This design comes from an exercise in tuning for small area and a short achievable clock period on the open sky130 flow, not from production work. RTL that was checked went through simulation tests only; none was proved equivalent to the original. Power is estimated from default activity; no workload was simulated.

Setup of run a:
// ovarint_core
module ovarint_core (
    input  wire         clk,
    input  wire         rst,
    input  wire         in_valid,
    input  wire [4:0]   cmd,         
    input  wire [127:0] val_in,
    input  wire [127:0] bytes_in,    
    input  wire [4:0]   len_in,
    output reg          out_valid,
    output reg  [2:0]   status,
    output reg  [4:0]   len_out,
    output reg  [127:0] bytes_out,   
    output reg  [127:0] val_out
);
Size in the first run: ~1600 cells after synthesis.
Settings: LEC_CHECK=0, CAP_MARGIN=20, CORE_MARGIN=2, CORE_UTILIZATION=35, PLACE_DENSITY=0.45, SETUP_SLACK_MARGIN=0, SLEW_MARGIN=20; clock period 8.0 ns.
standard.sh (not shown) runs the stock make flow with config.mk's settings and CLKGATE_MAP_FILE= SYNTH_SCRIPT=/design/flow/synth_recipe.tcl, a recipe that flattens the netlist after the stock synthesis.
==> flow/flow/run.sh <==
#!/bin/bash
set -euo pipefail
export BUFFER_PORTS_ARGS="-buffer_cell sky130_fd_sc_hd__buf_1"
bash standard.sh > standard.log 2>&1
Run a: full flow OK, the timing, design-rule and antenna checks passed
Input-level comparison between run b and run a:
Settings: SETUP_SLACK_MARGIN now 3.5, was 0.
--- outcome ---
Run comparison: run b start-to-end type of the worst setup path primary input to flip-flop; run a start-to-end type of the worst setup path flip-flop to output pin
Per the comparison of run b with run a, total routed wirelength increased by about 2.4% relative to the old numbers, fraction of area in non-clock buffers increased by 1.1 points relative to the old numbers, sequential power decreased by about 2.6% relative to the old numbers, design area increased by 210 um2 relative to the old numbers, overall power consumption increased by 0.032 mW relative to the old numbers.
No run of this note included a check of the RTL's function; only the layout flow was run.


job 101:
Another version of the RTL of ovarint_core (not shown whole).
For scale: roughly 1,900 cells after synthesis, about 530 I/O pins, about 0.016 mm^2 of cells after synthesis.
Settings: LEC_CHECK=0, CAP_MARGIN=20, CORE_MARGIN=2, CORE_UTILIZATION=35, PLACE_DENSITY=0.45, SLEW_MARGIN=20; clock period 8.0 ns.
==> flow/flow/run.sh <==
#!/bin/bash
set -euo pipefail
export BUFFER_PORTS_ARGS="-buffer_cell sky130_fd_sc_hd__buf_1"
export SETUP_SLACK_MARGIN=5.15
bash standard.sh > standard.log 2>&1
Job 101 reached the end of the flow, and the finished layout is clean on the timing, design-rule and antenna checks.
Setup changes, job 101 to job 102
diff --git a/flow/config.mk b/flow/config.mk
--- a/flow/config.mk
+++ b/flow/config.mk
@@ -9,4 +9,4 @@
 export CORE_MARGIN = 2
-export CORE_UTILIZATION = 35
-export PLACE_DENSITY = 0.45
+export CORE_UTILIZATION = 45
+export PLACE_DENSITY = 0.55
 export SLEW_MARGIN = 20
==> comparison <==
Job 102: PASS, flow complete, no timing, DRC or antenna violations. Job 101 ended up with y_b[75]$_DFF_P_ as its capture point of the critical path; job 102 ended up with y_b[35]$_DFF_P_. Worst relative slew slack, job 102 and job 101, lower one = job 102. The higher largest net degree at the start of global routing of job 102 and job 101 is in job 101. Job 102 vs job 101: share of power burned in combinational logic up in job 102. Power attributed to combinational cells of job 102 is on par with job 101. In job 102, the post-layout utilization of the core came out 11 points above the value in job 101. Going from job 101 to job 102, wire length of the first global-routing pass shrank by a few percent.
diff inputs: job 102 => job 103
diff --git a/flow/config.mk b/flow/config.mk
--- a/flow/config.mk
+++ b/flow/config.mk
@@ -7,2 +7,3 @@
 export LEC_CHECK = 0
+export ABC_AREA = 1
 export CAP_MARGIN = 20
==> comparison <==
- Job 103 vs. job 102: routed wire length grew by 7.0%; all-layer global routing usage grew by 1.5 points; worst-case headroom to the max-slew limit grew by 2.3 points; sequential share of layout area shrank by 0.48 points; placer's final routability congestion estimate grew by 5.7%.
- Job 103 vs. job 102: time the final worst path needs with I/O delays and setup lost 0.014 ns, sequential fraction of design power lost 1.1 points.
- Job 103 ended up with a lower required time at the worst-slack endpoint than job 102 did.
- Going from job 102 to job 103, first-iteration DRC count has decreased, cell area power density shows a reduction of 9.1 mW/mm^2.
Modified inputs, job 104 compared to job 103
==> flow/flow/run.sh <==
#!/bin/bash
set -euo pipefail
export BUFFER_PORTS_ARGS="-buffer_cell sky130_fd_sc_hd__buf_1"
export SETUP_SLACK_MARGIN=5.3
bash standard.sh > standard.log 2>&1
diff --git a/flow/config.mk b/flow/config.mk
--- a/flow/config.mk
+++ b/flow/config.mk
@@ -7,7 +7,6 @@
 export LEC_CHECK = 0
-export ABC_AREA = 1
 export CAP_MARGIN = 20
 export CORE_MARGIN = 2
-export CORE_UTILIZATION = 45
-export PLACE_DENSITY = 0.55
+export CORE_UTILIZATION = 35
+export PLACE_DENSITY = 0.45
 export SLEW_MARGIN = 20
- Simple logic cell fraction of the synthesized area was higher in job 103 than in job 104.
- Job 103 → job 104: maximum single-stage delay on the critical path has increased; core outline area saw an increase; level count of the clock H-tree now larger; count of antenna diodes in the layout about even.
- Job 103 ended up with dfxtp_1 as its cell with the largest stage delay on the worst path; job 104 ended up with or4_4.
- In the reports for job 103 and job 104, the smaller non-clock buffer count belongs to job 103.
- Compared with job 103, job 104 improves time the final worst path needs with I/O delays and setup.
- On setup slack of the critical path after layout, the higher figure sits with job 104, not job 103.
- In the flow results for job 103 and job 104, the area added between synthesis and finish is larger on job 104.
- Sort job 103 and job 104 by met2 global-route usage, ascending, and job 104 comes first.
- Compare job 103 and job 104 | cell area higher: job 104
- Job 104 reports its main combinational cell family by area after synthesis as multiplexers while job 103 reports simple AND/OR/NAND/NOR gates.
Input-level comparison between job 105 and job 104:
==> flow/flow/run.sh <==
#!/bin/bash
set -euo pipefail
export BUFFER_PORTS_ARGS="-buffer_cell sky130_fd_sc_hd__buf_1"
export SETUP_SLACK_MARGIN=5.15
bash standard.sh > standard.log 2>&1
diff --git a/flow/config.mk b/flow/config.mk
--- a/flow/config.mk
+++ b/flow/config.mk
@@ -9,4 +9,6 @@
 export CORE_MARGIN = 2
-export CORE_UTILIZATION = 35
-export PLACE_DENSITY = 0.45
+export CORE_UTILIZATION = 45
+export CTS_CLUSTER_DIAMETER = 80
+export CTS_CLUSTER_SIZE = 30
+export PLACE_DENSITY = 0.55
 export SLEW_MARGIN = 20
Number of fill cells in the layout: job 105 lower than job 104. In the flow results for job 104 and job 105, the cell area is smaller on job 105. A end of the critical path of y_b[80]$_DFF_P_ is what job 105 shows, while y_b[53]$_DFF_P_ belongs to job 104. Compared with job 104, in job 105 number of cells on the critical path dropped 1, path depth of the worst reg2reg path dropped 1, hold slack climbed 0.013 ns. Cmp job 105 vs job 104: logic gate share of total power higher in job 105. Job 105 drops fewer vias than job 104. Of job 104 and job 105, the run reporting the lower routed wire length was job 105.

## afterwards: timing with drivers on the ports
The flow's constraints put no driver on any port. The routed layouts listed below were extracted and timed again, unchanged, in two steps.
Step 1 assumes that a clkbuf_16 drives the clock port and a buf_2 every other input.
Step 2 moves the port delays by t, midway between the first and last clock arrival at a register: inputs arrive t later, outputs are due t later. That takes back most of the time a late clock gives input paths.
Three values: ideal, step 1, step 2; two values: the first two.
| run | t, ns | setup slack, ns | hold WS [ns] | worst data-port slew with drivers (ns) |
|---|---|---|---|---|
| run a | 0.476 | 2.719 / 2.669 / 3.071 | 1.329 / 1.302 / 1.778 | 0.12 |
| run b | 0.476 | 3.478 / 3.478 / 3.003 | 1.325 / 1.298 / 1.773 | 0.12 |
| job 101 | 0.615 | 5.173 / 5.113 / 4.659 | 0.453 / 0.453 / 0.453 | 0.08 |
| job 102 | 0.635 | 5.187 / 5.145 / 4.621 | 0.439 / 0.439 / 0.439 | 0.08 |
| job 103 | 0.631 | 5.202 / 5.146 / 4.669 | 0.406 / 0.406 / 0.406 | 0.06 |
| job 104 | 0.615 | 5.208 / 5.208 / 4.802 | 0.438 / 0.438 / 0.438 | 0.07 |
| job 105 | 0.591 | 5.164 / 5.164 / 4.724 | 0.451 / 0.451 / 0.451 | 0.08 |
After both steps every run listed still meets setup and hold. The setup slack of job 102, which loses most, moves by -0.042 ns with the drivers and by -0.566 ns with both steps.
